This design comes from an exercise in tuning for small area, a short achievable clock period and few clock cycles on the open sky130 flow, not from production work. Only simulation tests tie the RTL to the original design; equivalence was not proved. No activity file was given, so power comes from the tool's default toggle rates.

## flow/run.sh

```bash
#!/bin/bash
# synth_recipe.tcl (not shown) runs the flow's synth.tcl, then flattens the netlist and writes it again
# the make line also repeats each setting of config.mk as NAME=value (left out here)
make -C /OpenROAD-flow-scripts/flow DESIGN_CONFIG=/design/flow/config.mk WORK_HOME=/design/flow/orfs CLKGATE_MAP_FILE= SYNTH_SCRIPT=/design/flow/synth_recipe.tcl finish
```

## flow/config.mk

```make
export PLATFORM = sky130hd
export DESIGN_NAME = vlq_codec
export DESIGN_NICKNAME = vlq_codec
export VERILOG_FILES = /design/flow/design.v
export SDC_FILE = /design/flow/constraint.sdc
export NUM_CORES = 4
export LEC_CHECK = 0
export CAP_MARGIN = 20
export CORE_MARGIN = 2
export CORE_UTILIZATION = 40
export SLEW_MARGIN = 20
```

## flow/constraint.sdc

```tcl
create_clock -name core_clock -period 8.0 [get_ports {clk}]
set_input_delay 1.6000 -clock core_clock [delete_from_list [all_inputs] [get_ports {clk}]]
set_output_delay 1.6000 -clock core_clock [all_outputs]
set_load 0.01 [all_outputs]
```

## flow/design.v

```verilog
module vlq_codec (
    input  wire         clk,
    input  wire         rst,
    input  wire         req_valid,
    output wire         req_ready,
    input  wire [4:0]   req_op,
    input  wire [127:0] req_value,
    input  wire [127:0] req_acc,
    input  wire [31:0]  req_cap,
    input  wire [31:0]  req_len,
    output wire         rsp_valid,
    output wire [31:0]  rsp_count,
    output wire [127:0] rsp_acc,
    output wire         rsp_term,
    output wire [1:0]   rsp_status,
    output wire         mem_valid,
    output wire         mem_we,
    output wire [31:0]  mem_addr,
    output wire [7:0]   mem_wdata,
    input  wire         mem_ready,
    input  wire [7:0]   mem_rdata
);
    localparam [1:0] F_SIZE = 2'd0, F_ENC = 2'd1, F_DEC = 2'd2;
    localparam [1:0] W_32 = 2'd0, W_64 = 2'd1, W_128 = 2'd2;
    localparam [1:0] ST_OK = 2'd0, ST_NOCAP = 2'd1, ST_INCOMPLETE = 2'd2,
                     ST_ILLEGAL = 2'd3;
    localparam [2:0] S_IDLE  = 3'd0,
                     S_SIZE  = 3'd1,
                     S_CHECK = 3'd2,
                     S_WRITE = 3'd3,
                     S_READ  = 3'd4,
                     S_DONE  = 3'd5;
    reg [2:0]   state;
    reg [1:0]   width_q;
    reg         orient_r_q;      
    reg [1:0]   func_q;
    reg [127:0] value_q;         
    reg [31:0]  cap_q;
    reg [31:0]  len_q;
    reg [127:0] t_q;             
    reg [4:0]   n_q;             
    reg [31:0]  i_q;             
    reg [127:0] acc_q;           
    reg [31:0]  count_q;
    reg         term_q;
    reg [1:0]   status_q;
    wire [1:0] req_width  = req_op[4:3];
    wire       req_orient = req_op[2];
    wire [1:0] req_func   = req_op[1:0];
    wire       req_illegal = (req_width == 2'b11) || (req_func == 2'b11);
    function [127:0] mask_w(input [1:0] w, input [127:0] x);
        case (w)
            W_32:    mask_w = {96'd0, x[31:0]};
            W_64:    mask_w = {64'd0, x[63:0]};
            default: mask_w = x;
        endcase
    endfunction
    function [127:0] left_align(input [1:0] w, input [127:0] x);
        case (w)
            W_32:    left_align = {x[31:0], 96'd0};
            W_64:    left_align = {x[63:0], 64'd0};
            default: left_align = x;
        endcase
    endfunction
    wire [127:0] req_value_w = mask_w(req_width, req_value);
    wire [4:0]   k = n_q - 5'd1 - i_q[4:0];
    wire [132:0] l_ext = {left_align(width_q, value_q), 5'd0};
    wire [6:0]   grp_l = l_ext[126 - 7*k +: 7];
    wire [132:0] r_ext = {5'd0, value_q};
    wire [6:0]   grp_r = r_ext[7*k +: 7];
    wire         last_byte = (i_q[4:0] == n_q - 5'd1);
    wire [7:0]   enc_byte  = {~last_byte, orient_r_q ? grp_r : grp_l};
    reg [127:0] acc_step;
    always @(*) begin
        if (orient_r_q) begin
            acc_step = mask_w(width_q, {acc_q[120:0], mem_rdata[6:0]});
        end else begin
            case (width_q)
                W_32:    acc_step = {96'd0, mem_rdata[6:0], acc_q[31:7]};
                W_64:    acc_step = {64'd0, mem_rdata[6:0], acc_q[63:7]};
                default: acc_step = {mem_rdata[6:0], acc_q[127:7]};
            endcase
        end
    end
    always @(posedge clk) begin
        if (rst) begin
            state <= S_IDLE;
        end else begin
            case (state)
                S_IDLE: begin
                    if (req_valid) begin
                        width_q    <= req_width;
                        orient_r_q <= req_orient;
                        func_q     <= req_func;
                        value_q    <= req_value_w;
                        cap_q      <= req_cap;
                        len_q      <= req_len;
                        i_q        <= 32'd0;
                        n_q        <= 5'd0;
                        t_q        <= req_orient ? req_value_w
                                                 : left_align(req_width, req_value_w);
                        term_q     <= 1'b0;
                        if (req_illegal) begin
                            acc_q    <= req_acc;
                            count_q  <= 32'd0;
                            status_q <= ST_ILLEGAL;
                            state    <= S_DONE;
                        end else begin
                            acc_q <= mask_w(req_width, req_acc);
                            if (req_func == F_DEC)
                                state <= S_READ;
                            else
                                state <= S_SIZE;
                        end
                    end
                end
                S_SIZE: begin
                    if (t_q == 128'd0) begin
                        if (n_q == 5'd0)
                            n_q <= 5'd1;
                        state <= S_CHECK;
                    end else begin
                        t_q <= orient_r_q ? (t_q >> 7) : (t_q << 7);
                        n_q <= n_q + 5'd1;
                    end
                end
                S_CHECK: begin
                    if (func_q == F_SIZE) begin
                        count_q  <= {27'd0, n_q};
                        status_q <= ST_OK;
                        state    <= S_DONE;
                    end else if (cap_q < {27'd0, n_q}) begin
                        count_q  <= 32'd0;
                        status_q <= ST_NOCAP;
                        state    <= S_DONE;
                    end else begin
                        state <= S_WRITE;
                    end
                end
                S_WRITE: begin
                    if (mem_ready) begin
                        i_q <= i_q + 32'd1;
                        if (last_byte) begin
                            count_q  <= {27'd0, n_q};
                            status_q <= ST_OK;
                            state    <= S_DONE;
                        end
                    end
                end
                S_READ: begin
                    if (i_q == len_q) begin
                        count_q  <= i_q;
                        term_q   <= 1'b0;
                        status_q <= ST_INCOMPLETE;
                        state    <= S_DONE;
                    end else if (mem_ready) begin
                        acc_q <= acc_step;
                        i_q   <= i_q + 32'd1;
                        if (!mem_rdata[7]) begin
                            count_q  <= i_q + 32'd1;
                            term_q   <= 1'b1;
                            status_q <= ST_OK;
                            state    <= S_DONE;
                        end
                    end
                end
                S_DONE: begin
                    state <= S_IDLE;
                end
                default: state <= S_IDLE;
            endcase
        end
    end
    assign req_ready  = (state == S_IDLE);
    assign rsp_valid  = (state == S_DONE);
    assign rsp_count  = count_q;
    assign rsp_acc    = acc_q;
    assign rsp_term   = term_q;
    assign rsp_status = status_q;
    assign mem_valid  = (state == S_WRITE) || (state == S_READ && i_q != len_q);
    assign mem_we     = (state == S_WRITE);
    assign mem_addr   = i_q;
    assign mem_wdata  = enc_byte;
endmodule
```

==> load_flow_metrics.sql <==
INSERT INTO impl_metrics (metric_group, metric, value, unit) VALUES
('power_and_ir_drop', 'switchingPower', '0.00952', 'W'),
('critical_path', 'worstSetupStartpointType', 'register', ''),
('sta', 'final_setup_violating_endpoints', '0', ''),
('finish', 'multi_input_comb_area', '17000', 'µm²'),
('sta', 'final.period_utilization', '97.1', '%'),
('placed_design', 'port-buffer-count', '543', ''),
('global_routing', 'grt_usage', '33.5', '%'),
('floorplan', 'floorplan.io_pins', '544', ''),
('routing', 'drt_first_iter_violations', '4734', ''),
('power_and_ir_drop', 'post-layout-total-power', '0.0193', 'W'),
('routing', 'routed_met3_length', '15400', 'µm'),
('placed_design', 'placed_cells_incl_taps', '4637', ''),
('floorplan', 'fp.dieH', '295', 'µm'),
('critical_path', 'worst_setup_path_end_kind', 'output pin', ''),
('finish', 'finalNonFillerCells', '4755', ''),
('routing', 'drt_wl_total', '150000', 'µm'),
('sta', 'postLayoutSetupSlackWorst', '0.233', 'ns'),
('critical_path', 'critical_path_required', '6.40', 'ns'),
('floorplan', 'core_area', '83700', 'µm²'),
('synthesis', 'synth.distinct_cells', '95', ''),
('power_and_ir_drop', 'ir_drop', '499', 'µV'),
('global_routing', 'grt_antenna_before_repair', '6', ''),
('clock_tree', 'cts_max_level', '2', ''),
('power_and_ir_drop', 'power.density_cell_area', '454', 'nW/µm²'),
('global_routing', 'gr-total-overflow', '0', ''),
('sta', 'final.min_clock_period', '7.77', 'ns'),
('routing', 'first_pass_iters', '6', ''),
('finish', 'fillCellCount', '7615', ''),
('power_and_ir_drop', 'power_switching_share', '49.3', '%'),
('global_routing', 'grt_pass1_vias', '27552', ''),
('synthesis', 'syn_nets', '3496', ''),
('sta', 'slew-limit-headroom', '24.2', '%'),
('global_routing', 'maximum_number_of_pins_on_one_net_before_global_route_repair', '198', ''),
('run_status', 'run_status', 'finished clean', ''),
('clock_tree', 'clk_latency', '0.66', 'ns'),
('routing', 'num_vias', '29719', ''),
('sta', 'final_max_slew_viol_count', '0', ''),
('floorplan', 'floorplan.rows', '106', ''),
('routing', 'post_detailed_route_wirelength_per_cell', '31.6', 'µm'),
('finish', 'final_layout_size_suffix_gt1_share', '10.8', '%'),
('synthesis', 'postSynthRegisterBits', '528', ''),
('synthesis', 'netlist_instances', '3133', ''),
('synthesis', 'synth_largest_type_area_fraction', '46.5', '%'),
('floorplan', 'design.die.area', '87000', 'µm²'),
('synthesis', 'synth.avg_cell_area', '10.8', 'µm²'),
('sta', 'fmax', '0.129', 'GHz'),
('sta', 'finalHoldViolCount', '0', ''),
('clock_tree', 'cts.reportedPaths.clkPinSlew', '0.07', 'ns'),
('placed_design', 'gpl.final_weighted_congestion', '0.996', ''),
('floorplan', 'start_util', '40.5', '%'),
('synthesis', 'yosysWarnings', '1', ''),
('clock_tree', 'clock_tree.buffer_depth', '3', ''),
('routing', 'viasPerCell', '6.25', ''),
('routing', 'detail_route.wirelength.met1', '62000', 'µm'),
('synthesis', 'synth_top_area_cell', 'sky130_fd_sc_hd__edfxtp_1', ''),
('power_and_ir_drop', 'total_leakage_power', '15.1', 'nW'),
('synthesis', 'ys_dominant_reg_cell', 'sky130_fd_sc_hd__edfxtp_1', ''),
('routing', 'top_signal_layer_used', 'met4', ''),
('hold_path', 'worst_hold_path_type', 'reg2reg', ''),
('sta', 'max_slew.worst_pin.slew', '1.13', 'ns'),
('floorplan', 'die_w', '295', 'µm'),
('placed_design', 'place_ws', '0.370', 'ns'),
('critical_path', 'worst-setup-path-type', 'reg2out', ''),
('routing', 'wl_met2', '66000', 'µm'),
('critical_path', 'critical_path_arrival', '6.17', 'ns'),
('critical_path', 'worstPathMaxFanout', '11', ''),
('run', 'drv_cap', '0', ''),
('routing', 'route.antenna.remaining_nets', '0', ''),
('sta', 'worst_clock_skew', '0.0671', 'ns'),
('synthesis', 'synth-async-reset-ratio', '0', '%'),
('finish', 'final_net_count', '3934', '');
power groups by stage:
stage	Sequential, W	Clock, W	Combinational (W)
2_1_floorplan	0.00375	0	0.00737
4_1_cts	0.00380	0.00286	0.0121
5_1_grt	0.00383	0.00297	0.0133
3_3_place_gp	0.00385	0	0.0122
6_report	0.00382	0.00283	0.0126
3_5_place_dp	0.00385	0	0.0119
cell families after synthesis:
family | after synthesis | synth area share, %
compound gates | 729 | 12.9
fa+ha+maj | 26 | 1.09
mux | 475 | 18.4
buf+inv | 281 | 3.86
simple gates | 992 | 14.1
flops | 528 | 46.7
xor+xnor | 102 | 2.79
repair_timing:
action	4_1_cts	5_1_grt
endpoints found under the setup margin	7	6
resized for setup	20	9
pin swaps	1	3
buffers inserted	0	7
area by class of cell:
cell class | instances | share of cell area, %
Multi-Input combinational cell | 2324 | 40.0
Antenna cell | 6 | 0.0353
Sequential cell | 528 | 37.2
Clock buffer | 75 | 3.61
Inverter | 30 | 0.265
Tap cell | 1134 | 3.34
Timing Repair Buffer | 628 | 14.5
Clock inverter | 30 | 1.03
cells in the final DEF, fill, tap and decap left out, types with 47 or more instances in the layout:
master and n:
sky130_fd_sc_hd__a211oi_1 47, sky130_fd_sc_hd__a21oi_1 182, sky130_fd_sc_hd__and2_1 74, sky130_fd_sc_hd__buf_4 76, sky130_fd_sc_hd__clkbuf_16 59, sky130_fd_sc_hd__clkdlybuf4s50_1 535
sky130_fd_sc_hd__edfxtp_1 525, sky130_fd_sc_hd__mux2i_1 321, sky130_fd_sc_hd__mux4_2 115, sky130_fd_sc_hd__nand2_1 326, sky130_fd_sc_hd__nand3_1 86, sky130_fd_sc_hd__nor2_1 206
sky130_fd_sc_hd__nor3_1 70, sky130_fd_sc_hd__nor4_1 50, sky130_fd_sc_hd__o21ai_0 283, sky130_fd_sc_hd__xnor2_1 52
state kept, by name (all words and copies together), names as in the netlist, 2 cells and up:
register	cells
acc_q	128
cap_q	32
count_q	32
func_q	2
i_q	32
len_q	32
n_q	5
state	3
status_q	2
t_q	128
value_q	128
width_q	2
path summary, 6_finish.rpt:
path	startpoint	endpoint	slack, ns	cells past startpoint
worst max-delay path	n_q[1]$_SDFFCE_PN0P_	mem_wdata[4]	0.23	20
worst min-delay path	state[1]$_SDFFE_PP0P_	state[0]$_SDFFE_PP0P_	0.62	2
worst max register to register	t_q[60]$_DFFE_PP_	t_q[2]$_DFFE_PP_	4.20	7
worst min register to register	state[1]$_SDFFE_PP0P_	state[0]$_SDFFE_PP0P_	0.62	2
Yosys cell counts, types with 21 or more instances:
cell type                    n
sky130_fd_sc_hd__o21ai_0   284
sky130_fd_sc_hd__mux2_2     39
sky130_fd_sc_hd__o22ai_1    21
sky130_fd_sc_hd__o211ai_1   24
sky130_fd_sc_hd__or3_1      23
sky130_fd_sc_hd__xor2_1     40
sky130_fd_sc_hd__and2_1     75
sky130_fd_sc_hd__nor2_1    211
sky130_fd_sc_hd__nand3_1    86
sky130_fd_sc_hd__buf_4      26
sky130_fd_sc_hd__inv_1      28
sky130_fd_sc_hd__a31oi_1    23
sky130_fd_sc_hd__nor2b_1    40
sky130_fd_sc_hd__mux4_2    115
sky130_fd_sc_hd__xnor2_1    58
sky130_fd_sc_hd__nor3_1     72
sky130_fd_sc_hd__nand4_1    30
sky130_fd_sc_hd__mux2i_1   321
sky130_fd_sc_hd__a211oi_1   48
sky130_fd_sc_hd__nor4_1     50
sky130_fd_sc_hd__clkbuf_1  135
sky130_fd_sc_hd__a22oi_1    34
sky130_fd_sc_hd__a21oi_1   186
sky130_fd_sc_hd__edfxtp_1  525
sky130_fd_sc_hd__buf_2      65
sky130_fd_sc_hd__nand2_1   329
worst max-delay path, stage by stage (launching register included):
cell and delay [ns]:
sky130_fd_sc_hd__edfxtp_1 0.38, sky130_fd_sc_hd__inv_1 0.09, sky130_fd_sc_hd__ha_1 0.34, sky130_fd_sc_hd__inv_1 0.08, sky130_fd_sc_hd__ha_1 0.29, sky130_fd_sc_hd__a21o_1 0.19, sky130_fd_sc_hd__a21oi_4 0.20, sky130_fd_sc_hd__xnor2_4 0.13
sky130_fd_sc_hd__fa_1 0.59, sky130_fd_sc_hd__inv_1 0.07, sky130_fd_sc_hd__fa_1 0.56, sky130_fd_sc_hd__buf_6 0.19, sky130_fd_sc_hd__and4bb_1 0.24, sky130_fd_sc_hd__and2_1 0.18, sky130_fd_sc_hd__and3_2 0.25, sky130_fd_sc_hd__a211o_4 0.41
sky130_fd_sc_hd__nor2_2 0.16, sky130_fd_sc_hd__o21ai_0 0.15, sky130_fd_sc_hd__a31oi_1 0.24, sky130_fd_sc_hd__a41o_1 0.23, sky130_fd_sc_hd__clkdlybuf4s50_1 0.54
per-stage QoR:
| stage | cell area [µm²] | setup TNS (ns) |
|---|---|---|
| floorplan | 33900 | -89.88 |
| global placement | 40400 | 0 |
| detailed placement | 40400 | 0 |
| CTS | 42400 | 0 |
| global route | 42500 | -0.0390 |
| finish | 42500 | 0 |
per-layer routing:
layer,up-vias,GRT usage (%)
met5,-,0
met3,292,6.83
met2,1873,49.1
met4,0,14.1
li1,12831,-
met1,14723,48.2
Testbench counts, summed over its fixed seeds: cycles 100,890.

==> re-timing with driven ports <==
How much do the figures lean on ideal ports? The routed layout below was timed once more, with nothing changed but the port constraints. Step 1, drivers: a clkbuf_16 drives clk and a buf_2 each remaining input, both assumed. Step 2 moves the port delays by t, midway between the first and last clock arrival at a register: inputs arrive t later, outputs are due t later. That takes back most of the time a late clock gives input paths. a / b / c = no drivers / after step 1 / after step 2; a / b = the first two.
t (ns): 0.691
setup slack, ns: 0.233 / 0.168 / 0.859
worst hold slack (ns): 0.616 / 0.616 / 0.616
worst register clock-pin slew, ns: 0.07 / 0.07
worst slew at a driven data input, ns: 0.17
After both steps setup and hold are still met in this run. The setup slack of this run moves by -0.065 ns with the drivers and by +0.626 ns with both steps.
